This is an optimization exercise on Yosys and OpenROAD, whose aim is a short achievable clock period, not a production implementation.
Where RTL was checked, it was by simulation tests only, not by an equivalence proof against the original.
Power is estimated from default activity; no workload was simulated.

==> module trace_encode, before the edit <==
module trace_encode (
    input  wire        flush,
    input  wire [2:0]  pending,
    input  wire        nsq,
    input  wire [1:0]  rr,
    input  wire        wb,
    input  wire        bkpt_valid,
    input  wire [3:0]  bkpt,
    input  wire [31:0] branch_target,
    input  wire [4:0]  writeback_register,
    input  wire [31:0] writeback_value,
    output reg  [4:0]  count,
    output reg  [63:0] nybble_data
);
    wire [36:0] wbv = {writeback_value, writeback_register};
    wire        pnz = (pending != 3'd0);
    wire [3:0] bp;
    wire [4:0] bw;
    assign bp[0] = |branch_target[7:0];
    assign bp[1] = |branch_target[15:8];
    assign bp[2] = |branch_target[23:16];
    assign bp[3] = |branch_target[31:24];
    assign bw[0] = |wbv[7:0];
    assign bw[1] = |wbv[15:8];
    assign bw[2] = |wbv[23:16];
    assign bw[3] = |wbv[31:24];
    assign bw[4] = |wbv[36:32];
    wire [4:0] kp;
    assign kp[4] = bp[3];
    assign kp[3] = ~bp[3] & bp[2];
    assign kp[2] = ~bp[3] & ~bp[2] & bp[1];
    assign kp[1] = ~bp[3] & ~bp[2] & ~bp[1] & bp[0];
    assign kp[0] = ~bp[3] & ~bp[2] & ~bp[1] & ~bp[0];
    wire [5:0] kw;
    assign kw[5] = bw[4];
    assign kw[4] = ~bw[4] & bw[3];
    assign kw[3] = ~bw[4] & ~bw[3] & bw[2];
    assign kw[2] = ~bw[4] & ~bw[3] & ~bw[2] & bw[1];
    assign kw[1] = ~bw[4] & ~bw[3] & ~bw[2] & ~bw[1] & bw[0];
    assign kw[0] = ~bw[4] & ~bw[3] & ~bw[2] & ~bw[1] & ~bw[0];
    wire [2:0] k_pc = {bp[3],
                       ~bp[3] & (bp[2] | bp[1]),
                       (~bp[3] & bp[2]) | (~bp[3] & ~bp[2] & ~bp[1] & bp[0])};
    wire [2:0] k_wb = {bw[4] | bw[3],
                       ~bw[4] & ~bw[3] & (bw[2] | bw[1]),
                       bw[4] | (~bw[4] & ~bw[3] & bw[2]) |
                       (~bw[4] & ~bw[3] & ~bw[2] & ~bw[1] & bw[0])};
    wire [6:0] mh_pc = {1'b0, kp, 1'b0};
    wire [6:0] mh_wb = {kw, 1'b0};
    wire [47:0] blk_pc = {8'd0, branch_target, 1'b0, k_pc, 4'hC};
    wire [47:0] blk_wb = {3'd0, wbv, 1'b1, k_wb, 4'hC};
    wire [3:0] sh = {pnz & bkpt_valid, ~pnz & bkpt_valid, pnz & ~bkpt_valid, ~pnz & ~bkpt_valid};
    wire       use_pc = nsq;
    wire       use_wb = ~nsq & wb;
    wire [3:0] seq_n  = {1'b0, pending};
    wire [3:0] nseq_n = {2'b10, rr};
    wire [7:0] bk_n   = {bkpt, 4'hD};
    wire [2:0] eh = {pnz & bkpt_valid, pnz ^ bkpt_valid, ~pnz & ~bkpt_valid};
    reg  [63:0] body, at_pc, at_wb;
    reg  [15:0] head;
    integer o, e, m;
    always @* begin
        at_pc = 64'd0;
        at_wb = 64'd0;
        for (o = 0; o < 4; o = o + 1) begin
            at_pc = at_pc | ({64{sh[o]}} & ({16'd0, blk_pc} << (4 * (o + 1))));
            at_wb = at_wb | ({64{sh[o]}} & ({16'd0, blk_wb} << (4 * o)));
        end
        body = ({64{use_pc}} & at_pc) | ({64{use_wb}} & at_wb);
        case ({flush, nsq, bkpt_valid})
            3'b000: head = 16'd0;
            3'b001: head = {8'd0, bk_n};
            3'b010: head = {12'd0, nseq_n};
            3'b011: head = {4'd0, bk_n, nseq_n};
            3'b100: head = {12'd0, seq_n};
            3'b101: head = {4'd0, bk_n, seq_n};
            3'b110: head = {8'd0, nseq_n, seq_n};
            default: head = {bk_n, nseq_n, seq_n};
        endcase
        nybble_data = body | {48'd0, head};
        count = 5'd0;
        for (m = 1; m < 7; m = m + 1) begin
            for (e = 0; e < 3; e = e + 1)
                if (use_pc & mh_pc[m] & eh[e]) count = count | {m + e, ~pnz};
            if (use_wb & mh_wb[m] & ~bkpt_valid) count = count | {m[3:0], pnz};
            if (use_wb & mh_wb[m] &  bkpt_valid) count = count | {m[3:0] + 4'd1, pnz};
        end
        count = count | ({5{~nsq & ~wb}} & {3'd0, bkpt_valid, flush});
    end
endmodule
Settings: LEC_CHECK=0, CAP_MARGIN=20, CORE_MARGIN=2, CORE_UTILIZATION=40, SLEW_MARGIN=20; clock period 30.0 ns.
standard.sh (not shown) runs the stock make flow with config.mk's settings and CLKGATE_MAP_FILE= SYNTH_SCRIPT=/design/flow/synth_recipe.tcl, a recipe that flattens the netlist after the stock synthesis.
==> flow/flow/run.sh <==
#!/bin/bash
# Standard ORFS layout of the design, at the design's clock and constraints,
# with these changes to how it is made:
# - synthesis is the standard synthesis, but ABC maps the logic with the
#   script flow/abc_map.script (choice computation, then delay-driven
#   standard-cell mapping) in place of ORFS's speed script;
# - no full/half-adder extraction (it freezes XOR/majority logic into
#   adder cells that ABC cannot restructure);
# - ABC sizes for strong input drivers, as the layout buffers every input;
# - timing repair is asked to keep a large setup margin: at the design's
#   period the paths already meet timing, so without a margin repair_timing
#   leaves the critical path as synthesis mapped it;
# - after the global-route repair, one more sizing-only repair pass
#   (flow/post_grt.tcl);
# - every port still gets its buffer, but a plain buffer rather than the
#   delay cell the resizer picks by default, and resizing may change a
#   cell's footprint, so those buffers can be sized up.
set -euo pipefail
cd "$(dirname "$0")/.."
export FLOW_WORK="$PWD"
export ABC_MAP_SCRIPT="$PWD/flow/abc_map.script"
bash standard.sh SYNTH_SCRIPT="$PWD/flow/synth_abc.tcl" \
    SETUP_SLACK_MARGIN=24 ADDER_MAP_FILE= ABC_DRIVER_CELL=sky130_fd_sc_hd__buf_8 \
    MATCH_CELL_FOOTPRINT=0 "BUFFER_PORTS_ARGS=-buffer_cell sky130_fd_sc_hd__buf_4" \
    POST_GLOBAL_ROUTE_TCL="$PWD/flow/post_grt.tcl" finish > flow_make.log 2>&1
Other scripts of this flow, unchanged in this note and not shown: flow/flow/abc_map.script, flow/flow/post_grt.tcl, flow/flow/synth_abc.tcl
Then changed:
--- a/flow/design.v
+++ b/flow/design.v
@@ -100,6 +100,7 @@
     wire [2:0] eh = {pnz & bkpt_valid, pnz ^ bkpt_valid, ~pnz & ~bkpt_valid};
     reg  [63:0] body, at_pc, at_wb;
     reg  [15:0] head;
+    reg  [4:0]  c_pc, c_wb, c_no;
     integer o, e, m;
     always @* begin
         at_pc = 64'd0;
@@ -120,14 +121,18 @@
             default: head = {bk_n, nseq_n, seq_n};
         endcase
         nybble_data = body | {48'd0, head};
-        count = 5'd0;
+        c_pc[0] = ~pnz;                          
+        c_pc[4:1] = 4'd0;
+        c_wb[0] = pnz;                           
+        c_wb[4:1] = 4'd0;
         for (m = 1; m < 7; m = m + 1) begin
             for (e = 0; e < 3; e = e + 1)
-                if (use_pc & mh_pc[m] & eh[e]) count = count | {m + e, ~pnz};
-            if (use_wb & mh_wb[m] & ~bkpt_valid) count = count | {m[3:0], pnz};
-            if (use_wb & mh_wb[m] &  bkpt_valid) count = count | {m[3:0] + 4'd1, pnz};
+                if (mh_pc[m] & eh[e]) c_pc[4:1] = c_pc[4:1] | (m + e);
+            if (mh_wb[m] & ~bkpt_valid) c_wb[4:1] = c_wb[4:1] | m;
+            if (mh_wb[m] &  bkpt_valid) c_wb[4:1] = c_wb[4:1] | (m + 1);
         end
-        count = count | ({5{~nsq & ~wb}} & {3'd0, bkpt_valid, flush});
+        c_no = {3'd0, bkpt_valid, flush};        
+        count = nsq ? c_pc : (wb ? c_wb : c_no);
     end
 endmodule
 module trace_decode (
Via count rises by about 3.8%.
Routed wire length increases by 6.4%.
Design area went up by about 1.4%.
Worst setup slack gains 0.0096 ns.
Hold slack degrades by 0.088 ns.
Total power hardly moves.
Cell count stays flat.
Clock-buffer cell count grows by 2.
Flip-flop and latch count is unchanged.
Critical path depth goes up by 1.
Maximum frequency stays flat.
Global-route usage rises by 1.5 points.
Synthesized area barely changes.

job 101:
trace_codec, a different RTL version from the one above (not shown whole).
Size in the first run: ~1300 cells after synthesis, about 310 I/O pins, roughly 0.010 mm^2 of cells after synthesis.
==> module trace_pack, before the edit <==
module trace_pack (
    input  wire        clk,
    input  wire        rst,
    input  wire        instruction_valid,
    input  wire        branch_taken,
    input  wire        trap,
    input  wire        is_return,
    input  wire        is_indirect_jump,
    input  wire        retire_valid,
    input  wire        writeback_valid,
    input  wire        breakpoint_valid,
    output wire        flush,           
    output wire [2:0]  pending,
    output wire        nsq,             
    output reg  [1:0]  rr,              
    output wire        wb               
);
    reg [2:0] pending_seq;
    assign nsq = instruction_valid &
                 (trap | is_return | is_indirect_jump | branch_taken);
    assign wb  = retire_valid & writeback_valid;
    wire interesting = nsq | breakpoint_valid | wb;
    wire plain       = instruction_valid & ~interesting;
    always @* begin
        if (trap)                  rr = 2'd0;
        else if (is_return)        rr = 2'd1;
        else if (is_indirect_jump) rr = 2'd2;
        else                       rr = 2'd3;
    end
    assign flush   = ((pending_seq != 3'd0) & interesting) |
                     ((pending_seq == 3'd7) & plain);
    assign pending = pending_seq;
    always @(posedge clk) begin
        if (rst)
            pending_seq <= 3'd0;
        else if (interesting)
            pending_seq <= 3'd0;
        else if (plain)
            pending_seq <= (pending_seq == 3'd7) ? 3'd1 : pending_seq + 3'd1;
    end
endmodule
==> module trace_encode, before the edit <==
module trace_encode (
    input  wire        flush,
    input  wire [2:0]  pending,
    input  wire        nsq,
    input  wire [1:0]  rr,
    input  wire        wb,
    input  wire        bkpt_valid,
    input  wire [3:0]  bkpt,
    input  wire [31:0] branch_target,
    input  wire [4:0]  writeback_register,
    input  wire [31:0] writeback_value,
    output reg  [4:0]  count,
    output reg  [63:0] nybble_data
);
    wire [36:0] wbv = {writeback_value, writeback_register};
    wire        pnz = (pending != 3'd0);
    wire [4:0] nz_pc, nz_wb;
    assign nz_pc[4] = 1'b0;
    assign nz_pc[3] = |branch_target[31:24];
    assign nz_pc[2] = |branch_target[31:16];
    assign nz_pc[1] = |branch_target[31:8];
    assign nz_pc[0] = |branch_target;
    assign nz_wb[4] = |wbv[36:32];
    assign nz_wb[3] = |wbv[36:24];
    assign nz_wb[2] = |wbv[36:16];
    assign nz_wb[1] = |wbv[36:8];
    assign nz_wb[0] = |wbv;
    wire [2:0] k_pc = {nz_pc[3], nz_pc[1] & ~nz_pc[3],
                       (nz_pc[0] & ~nz_pc[1]) | (nz_pc[2] & ~nz_pc[3])};
    wire [2:0] k_wb = {nz_wb[3], nz_wb[1] & ~nz_wb[3],
                       (nz_wb[0] & ~nz_wb[1]) | (nz_wb[2] & ~nz_wb[3]) | nz_wb[4]};
    wire [6:0] mh_pc = {nz_pc[4], nz_pc[3] & ~nz_pc[4], nz_pc[2] & ~nz_pc[3],
                        nz_pc[1] & ~nz_pc[2], nz_pc[0] & ~nz_pc[1], ~nz_pc[0], 1'b0};
    wire [6:0] mh_wb = {nz_wb[4], nz_wb[3] & ~nz_wb[4], nz_wb[2] & ~nz_wb[3],
                        nz_wb[1] & ~nz_wb[2], nz_wb[0] & ~nz_wb[1], ~nz_wb[0], 1'b0};
    wire [47:0] blk_pc = {8'd0, branch_target, 1'b0, k_pc, 4'hC};
    wire [47:0] blk_wb = {3'd0, wbv, 1'b1, k_wb, 4'hC};
    wire [4:0] x, y;
    assign x[0] = 1'b0;
    assign x[1] = nsq & ~pnz & ~bkpt_valid;
    assign x[2] = nsq &  pnz & ~bkpt_valid;
    assign x[3] = nsq & ~pnz &  bkpt_valid;
    assign x[4] = nsq &  pnz &  bkpt_valid;
    assign y[0] = ~nsq & wb & ~pnz & ~bkpt_valid;
    assign y[1] = ~nsq & wb &  pnz & ~bkpt_valid;
    assign y[2] = ~nsq & wb & ~pnz &  bkpt_valid;
    assign y[3] = ~nsq & wb &  pnz &  bkpt_valid;
    assign y[4] = 1'b0;
    wire [3:0] seq_n  = {1'b0, pending};
    wire [3:0] nseq_n = {2'b10, rr};
    wire [7:0] bk_n   = {bkpt, 4'hD};
    wire [2:0] eh = {pnz & bkpt_valid, pnz ^ bkpt_valid, ~pnz & ~bkpt_valid};
    reg  [63:0] body;
    reg  [15:0] head;
    reg  [4:0]  c_pc, c_wb, c_no;
    integer o, e, m;
    always @* begin
        body = 64'd0;
        for (o = 0; o < 5; o = o + 1)
            body = body | ({64{x[o]}} & ({16'd0, blk_pc} << (4 * o)))
                        | ({64{y[o]}} & ({16'd0, blk_wb} << (4 * o)));
        case ({flush, nsq, bkpt_valid})
            3'b000: head = 16'd0;
            3'b001: head = {8'd0, bk_n};
            3'b010: head = {12'd0, nseq_n};
            3'b011: head = {4'd0, bk_n, nseq_n};
            3'b100: head = {12'd0, seq_n};
            3'b101: head = {4'd0, bk_n, seq_n};
            3'b110: head = {8'd0, nseq_n, seq_n};
            default: head = {bk_n, nseq_n, seq_n};
        endcase
        nybble_data = body | {48'd0, head};
        c_pc[0] = ~pnz;                          
        c_pc[4:1] = 4'd0;
        c_wb[0] = pnz;                           
        c_wb[4:1] = 4'd0;
        for (m = 1; m < 7; m = m + 1) begin
            for (e = 0; e < 3; e = e + 1)
                if (mh_pc[m] & eh[e]) c_pc[4:1] = c_pc[4:1] | (m + e);
            if (mh_wb[m] & ~bkpt_valid) c_wb[4:1] = c_wb[4:1] | m;
            if (mh_wb[m] &  bkpt_valid) c_wb[4:1] = c_wb[4:1] | (m + 1);
        end
        c_no = {3'd0, bkpt_valid, flush};        
        count = nsq ? c_pc : (wb ? c_wb : c_no);
    end
endmodule
Settings: LEC_CHECK=0, CAP_MARGIN=20, CORE_MARGIN=2, CORE_UTILIZATION=40, SLEW_MARGIN=20; clock period 30.0 ns.
==> flow/flow/run.sh <==
#!/bin/bash
# Standard ORFS layout of the design, at the design's clock and constraints,
# with timing repair asked to keep a large setup margin: at the design's
# period the paths already meet timing, so without a margin repair_timing
# leaves the critical path as synthesis mapped it.
set -euo pipefail
cd "$(dirname "$0")/.."
bash standard.sh SETUP_SLACK_MARGIN=24 ADDER_MAP_FILE= ABC_DRIVER_CELL=sky130_fd_sc_hd__buf_8 finish > flow_make.log 2>&1
Job 101 has completed all stages; timing, DRC and antenna checks passed.
Setup changes, job 101 to job 102
-- flow/design.v --
<<< job 101, line 28
        else                       rr = 2'd3;
    end
    assign flush   = ((pending_seq != 3'd0) & interesting) |
                     ((pending_seq == 3'd7) & plain);
    assign pending = pending_seq;
    always @(posedge clk) begin
>>> job 102, line 28
        else                       rr = 2'd3;
    end
    assign flush   = (pending_seq != 3'd0) &
                     ((pending_seq == 3'd7) ? (instruction_valid | breakpoint_valid | wb)
                                            : interesting);
    assign pending = pending_seq;
    always @(posedge clk) begin
<<< job 101, line 77
    wire [47:0] blk_pc = {8'd0, branch_target, 1'b0, k_pc, 4'hC};
    wire [47:0] blk_wb = {3'd0, wbv, 1'b1, k_wb, 4'hC};
    wire [4:0] x, y;
    assign x[0] = 1'b0;
    assign x[1] = nsq & ~pnz & ~bkpt_valid;
    assign x[2] = nsq &  pnz & ~bkpt_valid;
    assign x[3] = nsq & ~pnz &  bkpt_valid;
    assign x[4] = nsq &  pnz &  bkpt_valid;
    assign y[0] = ~nsq & wb & ~pnz & ~bkpt_valid;
    assign y[1] = ~nsq & wb &  pnz & ~bkpt_valid;
    assign y[2] = ~nsq & wb & ~pnz &  bkpt_valid;
    assign y[3] = ~nsq & wb &  pnz &  bkpt_valid;
    assign y[4] = 1'b0;
    wire [3:0] seq_n  = {1'b0, pending};
    wire [3:0] nseq_n = {2'b10, rr};
    wire [7:0] bk_n   = {bkpt, 4'hD};
    wire [2:0] eh = {pnz & bkpt_valid, pnz ^ bkpt_valid, ~pnz & ~bkpt_valid};
    reg  [63:0] body;
    reg  [15:0] head;
    reg  [4:0]  c_pc, c_wb, c_no;
    integer o, e, m;
    always @* begin
        body = 64'd0;
        for (o = 0; o < 5; o = o + 1)
            body = body | ({64{x[o]}} & ({16'd0, blk_pc} << (4 * o)))
                        | ({64{y[o]}} & ({16'd0, blk_wb} << (4 * o)));
        case ({flush, nsq, bkpt_valid})
            3'b000: head = 16'd0;
>>> job 102, line 78
    wire [47:0] blk_pc = {8'd0, branch_target, 1'b0, k_pc, 4'hC};
    wire [47:0] blk_wb = {3'd0, wbv, 1'b1, k_wb, 4'hC};
    wire [3:0] sh = {pnz & bkpt_valid, ~pnz & bkpt_valid, pnz & ~bkpt_valid, ~pnz & ~bkpt_valid};
    wire       use_pc = nsq;
    wire       use_wb = ~nsq & wb;
    wire [3:0] seq_n  = {1'b0, pending};
    wire [3:0] nseq_n = {2'b10, rr};
    wire [7:0] bk_n   = {bkpt, 4'hD};
    wire [2:0] eh = {pnz & bkpt_valid, pnz ^ bkpt_valid, ~pnz & ~bkpt_valid};
    reg  [63:0] body, at_pc, at_wb;
    reg  [15:0] head;
    reg  [4:0]  c_pc, c_wb, c_no;
    integer o, e, m;
    always @* begin
        at_pc = 64'd0;
        at_wb = 64'd0;
        for (o = 0; o < 4; o = o + 1) begin
            at_pc = at_pc | ({64{sh[o]}} & ({16'd0, blk_pc} << (4 * (o + 1))));
            at_wb = at_wb | ({64{sh[o]}} & ({16'd0, blk_wb} << (4 * o)));
        end
        body = ({64{use_pc}} & at_pc) | ({64{use_wb}} & at_wb);
        case ({flush, nsq, bkpt_valid})
            3'b000: head = 16'd0;
[summary]
Global-route usage (higher): job 101
Sequential cell area in the final layout: job 101 vs job 102 — no meaningful difference
Delta(non-clock buffer count, job 102 - job 101) < 0
Relative to job 101, part of the total power dissipated in the clock network has increased by 0.7 points in job 102.
Job 101 reports its capture point of the worst path as enc_count[2] while job 102 reports dec_fault[0].
Instance count on the critical path, job 101 and job 102, higher one = job 102.
Between job 101 and job 102, the flow reports post-synthesis cell area decreasing slightly.
The share of power burned in combinational logic of job 102 is lower than that of job 101.
As of job 102, final-stage net count had fallen by a little under 10% compared to job 101.
Function not checked in job 101: the RTL went through the layout flow alone.

==> port drivers added, routing unchanged <==
Ports are ideal in the flow. The routed layouts listed here were re-timed in OpenROAD.
Step 1 assumes that a clkbuf_16 drives the clock port and a buf_2 every other input.
Step 2 times the ports against the registers' clock, not the clock port: input delays grow and output delays shrink by t, the midpoint of the rising clock arrivals with the driver on.
a / b / c = no drivers / after step 1 / after step 2; a / b = the first two.
run	t, ns	setup WS [ns]	slew at the worst register clock pin (ns)
the first run of note 1	0.490	22.800 / 22.778 / 22.287	0.09 / 0.09
the second run of note 1	0.491	22.809 / 22.813 / 22.322	0.08 / 0.08
job 101	0.498	22.468 / 22.491 / 21.993	0.09 / 0.09
job 102	0.489	22.505 / 22.505 / 22.015	0.08 / 0.08
After both steps setup and hold are still met in every run listed. The setup slack of the first run of note 1, which loses most, moves by -0.022 ns with the drivers and by -0.513 ns with both steps.
